From an optimization exercise on the open Yosys and OpenROAD flow, aimed at small area; shortcuts taken in it are not production practice.
The RTL was checked by simulation tests, not by an equivalence proof against the original design. The clock port is modelled as an ideal driver; clocking choices that lean on that would not hold on a real chip.

==> flow/design.v <==
`default_nettype none
module ledscan (
    input  wire        clk,
    input  wire        rst,
    input  wire        cmd_start,
    input  wire [7:0]  cfg_tiles_x,
    input  wire [7:0]  cfg_tiles_y,
    input  wire        hw_grant,
    input  wire        stop_req,
    input  wire        rx_valid,
    input  wire [7:0]  rx_data,
    input  wire        rx_eof,
    output wire        rx_ready,
    output reg  [4:0]  row_addr,
    output wire [31:0] col_reg,
    output reg         col_stb,
    output reg         lat,
    output reg         oe,
    output reg         pass_done,
    output reg         pub_stb,
    output wire [1:0]  mode,
    output wire        exit_valid,
    output wire [7:0]  exit_code,
    output wire        owned
);
    localparam [2:0] P_SELECT  = 3'd0,
                     P_SHIFT   = 3'd1,
                     P_LATCH   = 3'd2,
                     P_PWM     = 3'd3,    
                     P_ADVANCE = 3'd5,
                     P_RELEASE = 3'd6;
    reg        run, halt;              
    reg  [1:0] ecode;
    reg        two_wide, two_high;
    reg        rx_open;
    reg        ever;
    reg        stop_flag;
    reg        eof_seen;
    reg        got_brt;                
    reg  [8*129-1:0] ring0, ring1;     
    reg  [7:0] zpos;                   
    reg        skip_due;               
    reg        skipping;               
    reg  [7:0] fifo [0:7];             
    reg  [2:0] rp;                     
    reg  [3:0] cnt;                    
    reg  [6:0] haddr;                  
    reg        hbank;                  
    reg  [7:0] brt0, brt1;
    reg        front;
    reg  [2:0] phase;
    reg  [6:0] rptr;                   
    reg        rbank;                  
    reg        rvalid;                 
    reg  [7:0] brt;
    reg  [7:0] pwmcnt;
    reg  [7:0] col;
    assign rx_ready   = rx_open;
    assign mode       = {halt, run};
    assign owned      = run;
    assign exit_valid = halt;
    assign exit_code  = {6'd0, ecode};
    assign col_reg    = {1'b0, col[7], 2'b0, col[6], 4'b0, col[5], 4'b0, col[4],
                         4'b0, col[3], 2'b0, col[2], 2'b0, col[1], 2'b0, col[0], 3'b0};
    wire cfg_ok = (cfg_tiles_x != 8'd0) && (cfg_tiles_y != 8'd0) &&
                  ((cfg_tiles_x == 8'd1 && cfg_tiles_y <= 8'd2) ||
                   (cfg_tiles_x == 8'd2 && cfg_tiles_y == 8'd1));
    wire big = two_wide | two_high;    
    wire ingest_active = run && rx_open;
    wire rx_accept     = ingest_active && !stop_flag && rx_valid;
    wire rx_end        = ingest_active && !stop_flag && !rx_valid && rx_eof;
    wire rx_is_brt     = rx_accept && !got_brt;
    wire rx_is_data    = rx_accept && got_brt;
    wire [6:0] wptr    = haddr + {3'd0, cnt};    
    wire rx_is_last    = (wptr[5:0] == 6'h3f) && (wptr[6] || !big);
    wire       skip_go  = skip_due && !skipping && (zpos == 8'd0);
    wire       short    = skipping || skip_go;    
    wire [7:0] zpos_nx  = (zpos == 8'd0) ? (short ? 8'd127 : 8'd128) : zpos - 8'd1;
    wire       short_nx = short && (zpos != 8'd1);
    wire       fifo_any  = (cnt != 4'd0);
    wire       head_ok   = run && (fifo_any || rx_is_data);
    wire [7:0] head_data = fifo_any ? fifo[rp] : rx_data;
    wire [8:0] hsum      = {1'b0, zpos_nx} + {2'b0, haddr};
    wire [7:0] hstage    = (hsum >= (short_nx ? 9'd128 : 9'd129)) ?
                           hsum[7:0] - (short_nx ? 8'd128 : 8'd129) : hsum[7:0];
    wire       hit       = head_ok && (hstage[2:0] == 3'd7);
    wire       pop       = hit && fifo_any;
    wire       push      = rx_is_data && !(hit && !fifo_any);
    wire       hlast     = (haddr[5:0] == 6'h3f) && (haddr[6] || !big);
    reg  [8*129-1:0] ring0_nx, ring1_nx;
    integer k;
    always @* begin
        for (k = 0; k < 129; k = k + 1) begin
            if (k == 128) begin
                ring0_nx[8*k +: 8] = ring0[7:0];
                ring1_nx[8*k +: 8] = ring1[7:0];
            end else if (k == 127) begin
                ring0_nx[8*k +: 8] = short ? ring0[7:0] : ring0[8*128 +: 8];
                ring1_nx[8*k +: 8] = short ? ring1[7:0] : ring1[8*128 +: 8];
            end else begin
                ring0_nx[8*k +: 8] = ring0[8*(k+1) +: 8];
                ring1_nx[8*k +: 8] = ring1[8*(k+1) +: 8];
            end
            if (k % 8 == 7 && hit && hstage[6:3] == k / 8) begin
                if (!hbank) ring0_nx[8*k +: 8] = head_data;
                else        ring1_nx[8*k +: 8] = head_data;
            end
        end
    end
    wire [6:0] raddr   = {rptr[6] & big, rptr[5:0]};
    wire       tap65   = rptr[6] & !big;
    wire [7:0] tap_b   = rbank ? (tap65 ? ring1[8*65 +: 8] : ring1[7:0])
                               : (tap65 ? ring0[8*65 +: 8] : ring0[7:0]);
    wire [7:0] rdiff   = {1'b0, raddr} - {1'b0, haddr};
    wire       byp     = (hbank == rbank) && !rdiff[7] && ({1'b0, rdiff[6:0]} < {4'd0, cnt});
    wire [7:0] rd_byte = byp ? fifo[rp + rdiff[2:0]] : tap_b;
    wire       row_last = two_wide ? (rptr[2:0] == 3'd7) : (rptr[1:0] == 2'd3);
    wire       pass_end = (rptr[5:0] == 6'd0) && (!rptr[6] || !big);
    always @(posedge clk) begin
        ring0 <= ring0_nx;
        ring1 <= ring1_nx;
        if (push)
            fifo[rp + cnt[2:0]] <= rx_data;
        if (rx_is_brt) begin
            if (front) brt0 <= rx_data;
            else       brt1 <= rx_data;
        end
    end
    always @(posedge clk) begin
        if (rst) begin
            run        <= 1'b0;
            halt       <= 1'b0;
            ecode      <= 2'd0;
            rx_open    <= 1'b0;
            row_addr   <= 5'd0;
            col        <= 8'd0;
            col_stb    <= 1'b0;
            lat        <= 1'b0;
            oe         <= 1'b0;
            pass_done  <= 1'b0;
            pub_stb    <= 1'b0;
        end else begin
            col_stb   <= 1'b0;
            lat       <= 1'b0;
            pass_done <= 1'b0;
            pub_stb   <= 1'b0;
            if (!run && !halt && cmd_start) begin
                if (!cfg_ok) begin
                    halt  <= 1'b1;
                    ecode <= 2'd2;
                end else if (!hw_grant) begin
                    halt  <= 1'b1;
                    ecode <= 2'd3;
                end else begin
                    two_wide  <= (cfg_tiles_x == 8'd2);
                    two_high  <= (cfg_tiles_y == 8'd2);
                    front     <= 1'b0;
                    got_brt   <= 1'b0;
                    ever      <= 1'b0;
                    stop_flag <= 1'b0;
                    eof_seen  <= 1'b0;
                    phase     <= P_SELECT;
                    rptr      <= 7'd0;
                    skip_due  <= 1'b0;
                    skipping  <= 1'b0;
                    zpos      <= 8'd1;
                    cnt       <= 4'd0;
                    haddr     <= 7'd0;
                    hbank     <= 1'b1;
                    run       <= 1'b1;
                    rx_open   <= 1'b1;
                end
            end
            if (run && stop_req)
                stop_flag <= 1'b1;
            if (ingest_active && stop_flag)
                rx_open <= 1'b0;
            if (rx_end) begin
                eof_seen  <= 1'b1;
                stop_flag <= 1'b1;
                rx_open   <= 1'b0;
            end
            if (rx_is_brt)
                got_brt <= 1'b1;
            if (rx_is_data && rx_is_last) begin
                front   <= ~front;
                got_brt <= 1'b0;
                ever    <= 1'b1;
                pub_stb <= 1'b1;
            end
            if (run) begin
                zpos     <= zpos_nx;
                skipping <= short_nx;
                if (skip_go)
                    skip_due <= 1'b0;
                cnt <= cnt + {3'd0, push} - {3'd0, pop};
                if (pop)
                    rp <= rp + 3'd1;
                if (hit) begin
                    haddr <= hlast ? 7'd0 : haddr + 7'd1;
                    if (hlast)
                        hbank <= ~hbank;
                end
            end
            if (run) begin
                case (phase)
                    P_SELECT: begin
                        row_addr <= two_wide ? {1'b0, rptr[6:3]} : {rptr[6] & two_high, rptr[5:2]};
                        rbank    <= front;
                        rvalid   <= ever;
                        brt      <= ever ? (front ? brt1 : brt0) : 8'd0;
                        phase    <= P_SHIFT;
                    end
                    P_SHIFT: begin
                        col     <= rvalid ? rd_byte : 8'd0;
                        col_stb <= 1'b1;
                        rptr    <= rptr + 7'd1;
                        if (rptr == 7'd127)
                            skip_due <= 1'b1;
                        if (row_last)
                            phase <= P_LATCH;
                    end
                    P_LATCH: begin
                        lat    <= 1'b1;
                        pwmcnt <= 8'd0;
                        phase  <= P_PWM;
                    end
                    P_PWM: begin
                        oe     <= (pwmcnt < brt);
                        pwmcnt <= pwmcnt + 8'd1;
                        if (pwmcnt == 8'd254)
                            phase <= P_ADVANCE;
                    end
                    P_ADVANCE: begin
                        oe <= 1'b0;
                        if (pass_end) begin
                            pass_done <= 1'b1;
                            phase     <= stop_flag ? P_RELEASE : P_SELECT;
                        end else begin
                            phase <= P_SELECT;
                        end
                    end
                    P_RELEASE: begin
                        row_addr <= 5'd0;
                        col      <= 8'd0;
                        oe       <= 1'b0;
                        rx_open  <= 1'b0;
                        run      <= 1'b0;
                        halt     <= 1'b1;
                        ecode    <= (eof_seen && !ever) ? 2'd1 : 2'd0;
                    end
                    default: ;
                endcase
            end
        end
    end
endmodule
`default_nettype wire
clock: 10.0 ns
lec_check: 0
cap_margin: 20
core_margin: 2
core_utilization: 30
slew_margin: 20
cts_args: -sink_clustering_enable -repair_clock_nets -dont_use_dummy_load -sink_clustering_size 30 -sink_clustering_max_diameter 100
buffer_ports_args: -buffer_cell sky130_fd_sc_hd__buf_1
standard.sh (not shown) runs the stock make flow with config.mk's settings and CLKGATE_MAP_FILE= SYNTH_SCRIPT=/design/flow/synth_recipe.tcl, a recipe that flattens the netlist after the stock synthesis.
==> flow/flow/run.sh <==
#!/bin/bash
# The standard layout (standard.sh, unchanged synthesis) with two changes:
# clock tree synthesis makes sink clusters of up to 30 flip-flops within
# 100 um and adds no dummy loads, and the port buffers use the smallest
# buffer cell. The make output goes to standard.log; ORFS keeps each tool's
# log under orfs/logs.
set -euo pipefail
cat >> config.mk <<'EOT'
export CTS_ARGS = -sink_clustering_enable -repair_clock_nets -dont_use_dummy_load -sink_clustering_size 30 -sink_clustering_max_diameter 100
export BUFFER_PORTS_ARGS = -buffer_cell sky130_fd_sc_hd__buf_1
EOT
bash standard.sh > standard.log 2>&1
==> next run, changes <==
--- a/flow/design.v
+++ b/flow/design.v
@@ -41,9 +41,8 @@
     reg  [7:0] zpos;                   
     reg        skip_due;               
     reg        skipping;               
     reg  [7:0] fifo [0:7];             
-    reg  [2:0] rp;                     
     reg  [3:0] cnt;                    
     reg  [6:0] haddr;                  
     reg        hbank;                  
     reg  [7:0] brt0, brt1;
@@ -70,17 +69,18 @@
     wire rx_accept     = ingest_active && !stop_flag && rx_valid;
     wire rx_end        = ingest_active && !stop_flag && !rx_valid && rx_eof;
     wire rx_is_brt     = rx_accept && !got_brt;
     wire rx_is_data    = rx_accept && got_brt;
-    wire [6:0] wptr    = haddr + {3'd0, cnt};    
+    wire [7:0] wsum    = {1'b0, haddr} + {4'd0, cnt};
+    wire [6:0] wptr    = wsum[6:0];               
     wire rx_is_last    = (wptr[5:0] == 6'h3f) && (wptr[6] || !big);
     wire       skip_go  = skip_due && !skipping && (zpos == 8'd0);
     wire       short    = skipping || skip_go;    
     wire [7:0] zpos_nx  = (zpos == 8'd0) ? (short ? 8'd127 : 8'd128) : zpos - 8'd1;
     wire       short_nx = short && (zpos != 8'd1);
     wire       fifo_any  = (cnt != 4'd0);
     wire       head_ok   = run && (fifo_any || rx_is_data);
-    wire [7:0] head_data = fifo_any ? fifo[rp] : rx_data;
+    wire [7:0] head_data = fifo_any ? fifo[haddr[2:0]] : rx_data;
     wire [8:0] hsum      = {1'b0, zpos_nx} + {2'b0, haddr};
     wire [7:0] hstage    = (hsum >= (short_nx ? 9'd128 : 9'd129)) ?
                            hsum[7:0] - (short_nx ? 8'd128 : 8'd129) : hsum[7:0];
     wire       hit       = head_ok && (hstage[2:0] == 3'd7);
@@ -100,28 +100,31 @@
             end else begin
                 ring0_nx[8*k +: 8] = ring0[8*(k+1) +: 8];
                 ring1_nx[8*k +: 8] = ring1[8*(k+1) +: 8];
             end
-            if (k % 8 == 7 && hit && hstage[6:3] == k / 8) begin
-                if (!hbank) ring0_nx[8*k +: 8] = head_data;
-                else        ring1_nx[8*k +: 8] = head_data;
+            if (k % 8 == 7) begin
+                ring0_nx[8*k +: 8] = ~ring0_nx[8*k +: 8];
+                ring1_nx[8*k +: 8] = ~ring1_nx[8*k +: 8];
+                if (hit && hstage[6:3] == k / 8) begin
+                    if (!hbank) ring0_nx[8*k +: 8] = (k / 8) % 2 ? ~head_data : head_data;
+                    else        ring1_nx[8*k +: 8] = (k / 8) % 2 ? ~head_data : head_data;
+                end
             end
         end
     end
     wire [6:0] raddr   = {rptr[6] & big, rptr[5:0]};
     wire       tap65   = rptr[6] & !big;
     wire [7:0] tap_b   = rbank ? (tap65 ? ring1[8*65 +: 8] : ring1[7:0])
                                : (tap65 ? ring0[8*65 +: 8] : ring0[7:0]);
-    wire [7:0] rdiff   = {1'b0, raddr} - {1'b0, haddr};
-    wire       byp     = (hbank == rbank) && !rdiff[7] && ({1'b0, rdiff[6:0]} < {4'd0, cnt});
-    wire [7:0] rd_byte = byp ? fifo[rp + rdiff[2:0]] : tap_b;
+    wire       byp     = (hbank == front) && (rbank == front) && (raddr >= haddr);
+    wire [7:0] rd_byte = byp ? fifo[raddr[2:0]] : tap_b;
     wire       row_last = two_wide ? (rptr[2:0] == 3'd7) : (rptr[1:0] == 2'd3);
     wire       pass_end = (rptr[5:0] == 6'd0) && (!rptr[6] || !big);
     always @(posedge clk) begin
         ring0 <= ring0_nx;
         ring1 <= ring1_nx;
         if (push)
-            fifo[rp + cnt[2:0]] <= rx_data;
+            fifo[wptr[2:0]] <= rx_data;
         if (rx_is_brt) begin
             if (front) brt0 <= rx_data;
             else       brt1 <= rx_data;
         end
@@ -193,10 +196,8 @@
                 skipping <= short_nx;
                 if (skip_go)
                     skip_due <= 1'b0;
                 cnt <= cnt + {3'd0, push} - {3'd0, pop};
-                if (pop)
-                    rp <= rp + 3'd1;
                 if (hit) begin
                     haddr <= hlast ? 7'd0 : haddr + 7'd1;
                     if (hlast)
                         hbank <= ~hbank;
The new run completed with no timing, DRC or antenna violations.
Register-to-register slack got worse by 0.55 ns.
Cell area falls by 0.46%.
Worst setup slack is worse by 0.55 ns.
Routed wire length grows by 3.2%.
Hold slack loses 0.014 ns.
Die area drops by 0.76%.
Synthesized area is lower by 0.77%.

==> afterwards: timing with drivers on the ports <==
In the flow no input, the clock included, has a driving cell. The finished layouts below were timed again as built, in two steps. Step 1 (the two cells are an assumption about what drives the block):
set clk [get_ports {clk}]
set_driving_cell -lib_cell sky130_fd_sc_hd__clkbuf_16 $clk
set_driving_cell -lib_cell sky130_fd_sc_hd__buf_2 [delete_from_list [all_inputs] $clk]
Step 2 adds t to the input delays and takes it off the output delays; t is the mean of the earliest and latest rising clock arrival at the registers after step 1. Input paths then give back, and output paths get back, about the clock's delay inside the block. Three values: ideal ports, drivers, drivers and shift; two values: the first two.
run	shift t [ns]	slack for setup (ns)	hold WS [ns]	worst setup path at the end
the first run	0.747	3.697 / 3.697 / 3.697	0.292 / 0.292 / 0.292	register to register
the second run	0.742	3.146 / 3.146 / 3.146	0.278 / 0.278 / 0.278	register to register
After both steps every run listed still meets setup and hold.
